Source: an optimization exercise on an open RTL-to-GDS flow (aim: small area). Production flows keep margins and buffers that such runs may drop. In this exercise RTL edits were held to simulation tests only and were not proved equivalent to the original. No activity file was given, so power comes from the tool's default toggle rates.

==> flow/design.v <==
module v68k_rbank (
    input  wire [1023:0] d,      
    input  wire [127:0]  s,      
    output wire [87:0]   y       
);
    genvar b, g;
    generate
        for (b = 0; b < 8; b = b + 1) begin : g_bit
            wire [41:0] l1;
            wire [10:0] l2;
            for (g = 0; g < 42; g = g + 1) begin : g_l1
                v68k_aoi222 u (
                    .a1(s[3*g]),   .a2(d[(3*g)*8+b]),
                    .b1(s[3*g+1]), .b2(d[(3*g+1)*8+b]),
                    .c1(s[3*g+2]), .c2(d[(3*g+2)*8+b]),
                    .y(l1[g]));
            end
            for (g = 0; g < 10; g = g + 1) begin : g_l2
                v68k_nand4 u (.a(l1[4*g]), .b(l1[4*g+1]), .c(l1[4*g+2]), .d(l1[4*g+3]), .y(l2[g]));
            end
            v68k_l2x u_l2x (.a(l1[40]), .b(l1[41]),
                           .s1(s[126]), .d1(d[126*8+b]),
                           .s2(s[127]), .d2(d[127*8+b]),
                           .y(l2[10]));
            assign y[b*11 +: 11] = l2;
        end
    endgenerate
endmodule
module v68k_aoi222 (
    input  wire a1, a2, b1, b2, c1, c2,
    output wire y
);
    assign y = ~((a1 & a2) | (b1 & b2) | (c1 & c2));
endmodule
module v68k_l2x (
    input  wire a, b, s1, d1, s2, d2,
    output wire y
);
    assign y = ~(a & b & ~((s1 & d1) | (s2 & d2)));
endmodule
module v68k_nand4 (
    input  wire a, b, c, d,
    output wire y
);
    assign y = ~(a & b & c & d);
endmodule
module v68k_rmerge (
    input  wire [10:0] e,        
    input  wire [10:0] o,        
    input  wire        hsel,     
    input  wire        lsel,     
    input  wire        ph,       
    output wire        hb,
    output wire        lb
);
    wire eb = |e;
    wire ob = |o;
    assign hb = (hsel ? ob : eb) ^ ph;
    assign lb = (lsel ? ob : eb) ^ ph;
endmodule
module v68k_slotbit (
    input  wire q, sel, sel_n, x,
    output wire y
);
    assign y = ~((q | sel) & (x | sel_n));
endmodule
module v68k_periph (
    input  wire        clk,
    input  wire        rst,
    input  wire        variant,       
    input  wire        e_req,
    output wire        e_gnt,
    input  wire        bus_req,
    input  wire        bus_we,
    input  wire [23:0] bus_addr,
    input  wire        bus_hi,
    input  wire        bus_lo,
    input  wire [15:0] bus_wdata,
    input  wire [23:0] bus_pc,
    output wire        bus_rvalid,
    output wire [15:0] bus_rdata,
    output wire        mem_req,
    output wire        mem_we,
    output wire        mem_ram,
    output wire [17:0] mem_addr,
    output wire [1:0]  mem_be,
    output wire [15:0] mem_wdata,
    input  wire [15:0] mem_rdata,
    input  wire        tick,
    output wire        irq_strobe,
    output wire [2:0]  irq_level,
    input  wire        in_valid,
    input  wire [7:0]  in_byte,
    output wire [1:0]  out_valid,
    output wire [15:0] out_data,
    output wire        diag_valid,
    output wire [1:0]  diag_kind,
    output wire [23:0] diag_pc,
    output wire [23:0] diag_addr,
    output wire        halt
);
    localparam [7:0] ESC_BYTE = 8'h1B;
    reg variant_q;
    reg halted;
    reg esc_prev;
    reg running;           
    always @(posedge clk) begin
        if (rst)
            variant_q <= variant;
    end
    wire live = !halted;
    wire txn  = bus_req && live;
    wire [19:0] a = bus_addr[19:0];
    wire is_ram = a[19];
    wire is_io  = !a[19] && (a[18:15] == 4'b1111);
    wire is_rom = !is_ram && !is_io;
    wire io_sin  = is_io && (a[14:13] == 2'b00);
    wire io_sout = is_io && (a[14:13] == 2'b01);
    wire io_stat = is_io && (a[14:13] == 2'b10);
    wire io_led  = is_io && (a[14:13] == 2'b11);
    wire in_fire  = in_valid && live;
    wire in_esc   = (in_byte == ESC_BYTE);
    wire term     = in_fire && in_esc && esc_prev;
    wire enq      = in_fire && !term;
    wire deq_hi = txn && !bus_we && io_sin && bus_hi;
    wire deq_lo = txn && !bus_we && io_sin && bus_lo;
    always @(posedge clk) begin
        if (rst) begin
            halted   <= 1'b0;
            esc_prev <= 1'b0;
        end else if (term) begin
            halted   <= 1'b1;
            esc_prev <= 1'b0;
        end else if (enq) begin
            esc_prev <= in_esc;
        end
    end
    reg [7:0] wr;
    reg [7:0] rd;
    reg       e1, e2;      
    always @(posedge clk) begin
        if (rst) begin
            wr <= 8'd0;
            rd <= 8'd0;
            e1 <= 1'b0;
            e2 <= 1'b0;
        end else begin
            if (enq)
                wr <= wr + 8'd1;
            e1 <= enq;
            e2 <= e1;
            rd <= rd + {7'd0, deq_hi} + {7'd0, deq_lo};
        end
    end
    wire [7:0] occ = wr - rd;
    wire       rdf = (occ != {6'd0, e1 && e2, e1 ^ e2});
    wire [6:0]   ro = rd[7:1];
    wire [6:0]   re = rd[7:1] + {6'd0, rd[0]};
    wire [127:0] so = 128'd1 << ro;
    wire [127:0] se = 128'd1 << re;
    reg        ph;
    always @(posedge clk)
        ph <= !ph;
    wire [15:0] wlo = enq ? (16'd1 << wr[3:0]) : 16'd0;
    wire [15:0] whi = 16'd1 << wr[7:4];
    wire [7:0]  wx  = in_byte ^ {8{ph}};
    wire [1023:0] ed, od;
    genvar i, b;
    generate
        for (i = 0; i < 256; i = i + 1) begin : g_slot
            reg  [7:0] q;
            wire [7:0] nq;
            wire       sel      = whi[i >> 4] && wlo[i & 15];
            wire       sel_lo_n = !wlo[i & 15];
            wire [7:0] x        = wx | {8{!whi[i >> 4]}};
            for (b = 0; b < 8; b = b + 1) begin : g_bit
                v68k_slotbit u (.q(q[b]), .sel(sel), .sel_n(sel_lo_n), .x(x[b]), .y(nq[b]));
            end
            always @(posedge clk)
                q <= nq;
            if (i & 1) begin : g_odd
                assign od[(i >> 1)*8 +: 8] = q;
            end else begin : g_even
                assign ed[(i >> 1)*8 +: 8] = q;
            end
        end
    endgenerate
    wire [87:0] e_l2, o_l2;
    v68k_rbank u_even (.d(ed), .s(se), .y(e_l2));
    v68k_rbank u_odd  (.d(od), .s(so), .y(o_l2));
    wire [7:0] fifo_hbyte, fifo_lbyte;
    generate
        for (b = 0; b < 8; b = b + 1) begin : g_rbit
            v68k_rmerge u (.e(e_l2[b*11 +: 11]), .o(o_l2[b*11 +: 11]),
                           .hsel(rd[0]), .lsel(rd[0] ^ deq_hi), .ph(ph),
                           .hb(fifo_hbyte[b]), .lb(fifo_lbyte[b]));
        end
    endgenerate
    assign mem_req   = txn && (is_ram || (is_rom && !bus_we)) && (bus_hi || bus_lo);
    assign mem_we    = bus_we;
    assign mem_ram   = is_ram;
    assign mem_addr  = a[18:1];
    assign mem_be    = {bus_hi, bus_lo};
    assign mem_wdata = bus_wdata;
    wire bad = bus_we ? (is_rom || io_sin || io_stat) : (io_sout || io_led);
    wire [7:0] stat_byte = !variant_q ? {6'd0, 1'b1, rdf} :
                           !a[12]     ? {7'd0, rdf} : 8'h01;
    wire [15:0] io_bytes = a[14] ? {stat_byte, stat_byte} : {fifo_hbyte, fifo_lbyte};
    reg        txn_q, we_q, hi_q, lo_q;
    reg [15:0] low_q;
    reg [7:0]  pc_hi_q;
    reg [23:0] addr_q;
    always @(posedge clk) begin
        if (rst)
            txn_q <= 1'b0;
        else
            txn_q <= txn;
        we_q    <= bus_we;
        hi_q    <= bus_hi;
        lo_q    <= bus_lo;
        low_q   <= bad ? bus_pc[15:0] : bus_we ? bus_wdata : io_bytes;
        pc_hi_q <= bus_pc[23:16];
        addr_q  <= bus_addr;
    end
    wire q_io   = !addr_q[19] && (addr_q[18:15] == 4'b1111);
    wire q_rom  = !addr_q[19] && !q_io;
    wire q_sout = q_io && (addr_q[14:13] == 2'b01);
    wire q_bad  = q_rom ? we_q : (q_io && (addr_q[13] ^ we_q));
    assign bus_rvalid = txn_q && !we_q;
    assign bus_rdata  = {hi_q ? (q_io ? (addr_q[13] ? 8'h00 : low_q[15:8]) : mem_rdata[15:8]) : 8'h00,
                         lo_q ? (q_io ? (addr_q[13] ? 8'h00 : low_q[7:0])  : mem_rdata[7:0])  : 8'h00};
    assign out_valid  = (txn_q && we_q && q_sout) ? {hi_q, lo_q} : 2'b00;
    assign out_data   = low_q;
    assign diag_valid = txn_q && q_bad;
    assign diag_kind  = {!(we_q && q_rom), we_q};
    assign diag_pc    = {pc_hi_q, low_q};
    assign diag_addr  = addr_q;
    localparam [1:0] ST_FREE   = 2'b00;
    localparam [1:0] ST_E      = 2'b01;
    localparam [1:0] ST_T_LAST = 2'b10;
    localparam [1:0] ST_T_MORE = 2'b11;
    reg [1:0] st;
    reg       tick_pend;
    wire grant_t = (st == ST_FREE) && tick_pend;
    always @(posedge clk) begin
        if (rst) begin
            running   <= 1'b0;
            st        <= ST_FREE;
            tick_pend <= 1'b0;
        end else if (halted || term) begin
            st        <= ST_FREE;
            tick_pend <= 1'b0;
        end else begin
            tick_pend <= (tick_pend && !grant_t) || (tick && running);
            case (st)
                ST_FREE: begin
                    if (tick_pend)
                        st <= rdf ? ST_T_MORE : ST_T_LAST;
                    else if (e_req)
                        st <= ST_E;
                end
                ST_E: begin
                    if (!e_req) begin
                        st      <= ST_FREE;
                        running <= 1'b1;
                    end
                end
                ST_T_MORE: st <= ST_T_LAST;
                default:   st <= ST_FREE;
            endcase
        end
    end
    assign e_gnt      = (st == ST_E);
    assign irq_strobe = st[1];
    assign irq_level  = st[0] ? 3'd2 : 3'd5;
    assign halt       = halted;
endmodule
clock: 10.0 ns
lec_check: 0
cap_margin: 20
core_margin: 2
core_utilization: 55
cts_buf_list: sky130_fd_sc_hd__clkbuf_8
slew_margin: 20
synth_hierarchical: 1
run.sh (not shown) runs the stock make flow with config.mk's settings and CLKGATE_MAP_FILE= SYNTH_SCRIPT=/design/flow/synth_recipe.tcl, a recipe that flattens the netlist after the stock synthesis.
The first run finished clean.
Edit:
==> flow/flow/run.sh (new file) <==
#!/bin/bash
# Own layout flow: the standard flow (standard.sh, with its synthesis
# unchanged), with two settings changed:
#  - the input and output ports get sky130_fd_sc_hd__buf_1 buffers instead of
#    the clkdlybuf4s50_1 cells buffer_ports picks by default;
#  - clock tree synthesis builds the tree from clkbuf_8 cells with sink
#    clusters of up to 25 flip-flops, and inserts no dummy loads.
# make's full output goes to standard_flow.log in the work folder; each ORFS
# step also keeps its own log under orfs/logs.
set -euo pipefail
bash standard.sh \
  "BUFFER_PORTS_ARGS=-buffer_cell sky130_fd_sc_hd__buf_1" \
  "CTS_ARGS=-sink_clustering_enable -repair_clock_nets -dont_use_dummy_load -buf_list sky130_fd_sc_hd__clkbuf_8 -sink_clustering_size 15 -sink_clustering_max_diameter 50" \
  finish > standard_flow.log 2>&1
==> flow/standard.sh (new file) <==
#!/bin/bash
# synth_recipe.tcl (not shown) runs the flow's synth.tcl, then flattens the netlist and writes it again
# the make line also repeats each setting of config.mk as NAME=value (left out here)
make -C /OpenROAD-flow-scripts/flow DESIGN_CONFIG=/design/flow/config.mk WORK_HOME=/design/flow/orfs CLKGATE_MAP_FILE= SYNTH_SCRIPT=/design/flow/synth_recipe.tcl "${@:-finish}"
removed: flow/run.sh
The changed run went through all stages and came out clean.
Cell count shrinks by 4.1%.
Synthesized cell count stays the same.
Worst setup slack gains 0.36 ns.
First-iteration DRC count came out higher by 5.6%.
Total power came out lower by 18%.
Clock-buffer cell count decreases by 248.
Die area stays the same.
Edit:
--- a/flow/flow/run.sh
+++ b/flow/flow/run.sh
@@ -6,3 +6,4 @@
 #  - clock tree synthesis builds the tree from clkbuf_8 cells with sink
-#    clusters of up to 25 flip-flops, and inserts no dummy loads.
+#    clusters of up to 17 flip-flops within 50 um, and inserts no dummy
+#    loads.
 # make's full output goes to standard_flow.log in the work folder; each ORFS
@@ -12,3 +13,3 @@
   "BUFFER_PORTS_ARGS=-buffer_cell sky130_fd_sc_hd__buf_1" \
-  "CTS_ARGS=-sink_clustering_enable -repair_clock_nets -dont_use_dummy_load -buf_list sky130_fd_sc_hd__clkbuf_8 -sink_clustering_size 15 -sink_clustering_max_diameter 50" \
+  "CTS_ARGS=-sink_clustering_enable -repair_clock_nets -dont_use_dummy_load -buf_list sky130_fd_sc_hd__clkbuf_8 -sink_clustering_size 17 -sink_clustering_max_diameter 50" \
   finish > standard_flow.log 2>&1
Settings changed: CORE_UTILIZATION 55 to 60, CTS_BUF_LIST sky130_fd_sc_hd__clkbuf_8 to default.
Effect: Flip-flop and latch count does not change; utilization grows by 4.9 points; final area falls by about 0.4%; routed wire length went down by about 2.3%; global-route usage goes up by 2.8 points; die area fell by 8.2%.
Edit:
Settings changed: CORE_UTILIZATION 60 to 70, PLACE_DENSITY from default to 0.85.
The new run completed with no timing, DRC or antenna violations.
Critical path depth goes down by 3.
Wire length goes down by 2.5%.
Clock skew goes down by 0.024 ns.

==> what the ideal ports hide <==
In the flow no input, the clock included, has a driving cell. The finished layouts below were timed again as built, in two steps. Step 1 (the two cells are an assumption about what drives the block):
set clk [get_ports {clk}]
set_driving_cell -lib_cell sky130_fd_sc_hd__clkbuf_16 $clk
set_driving_cell -lib_cell sky130_fd_sc_hd__buf_2 [delete_from_list [all_inputs] $clk]
Step 2 adds t to the input delays and takes it off the output delays; t is the mean of the earliest and latest rising clock arrival at the registers after step 1. Input paths then give back, and output paths get back, about the clock's delay inside the block. Three values: ideal ports, drivers, drivers and shift; two values: the first two.
run	t (ns)	setup slack, ns	worst setup path at the end	clock arrival spread, ns	slew at the worst register clock pin (ns)
the first run	1.096	3.346 / 3.346 / 3.346	register to register	0.056 / 0.056	0.07 / 0.07
the second run	1.008	3.705 / 3.705 / 3.705	register to register	0.085 / 0.085	0.10 / 0.10
the third run	1.005	3.988 / 3.988 / 3.988	register to register	0.118 / 0.118	0.11 / 0.11
the fourth run	0.968	3.412 / 3.412 / 3.412	register to register	0.072 / 0.073	0.11 / 0.11
After both steps setup and hold are still met in every run listed.
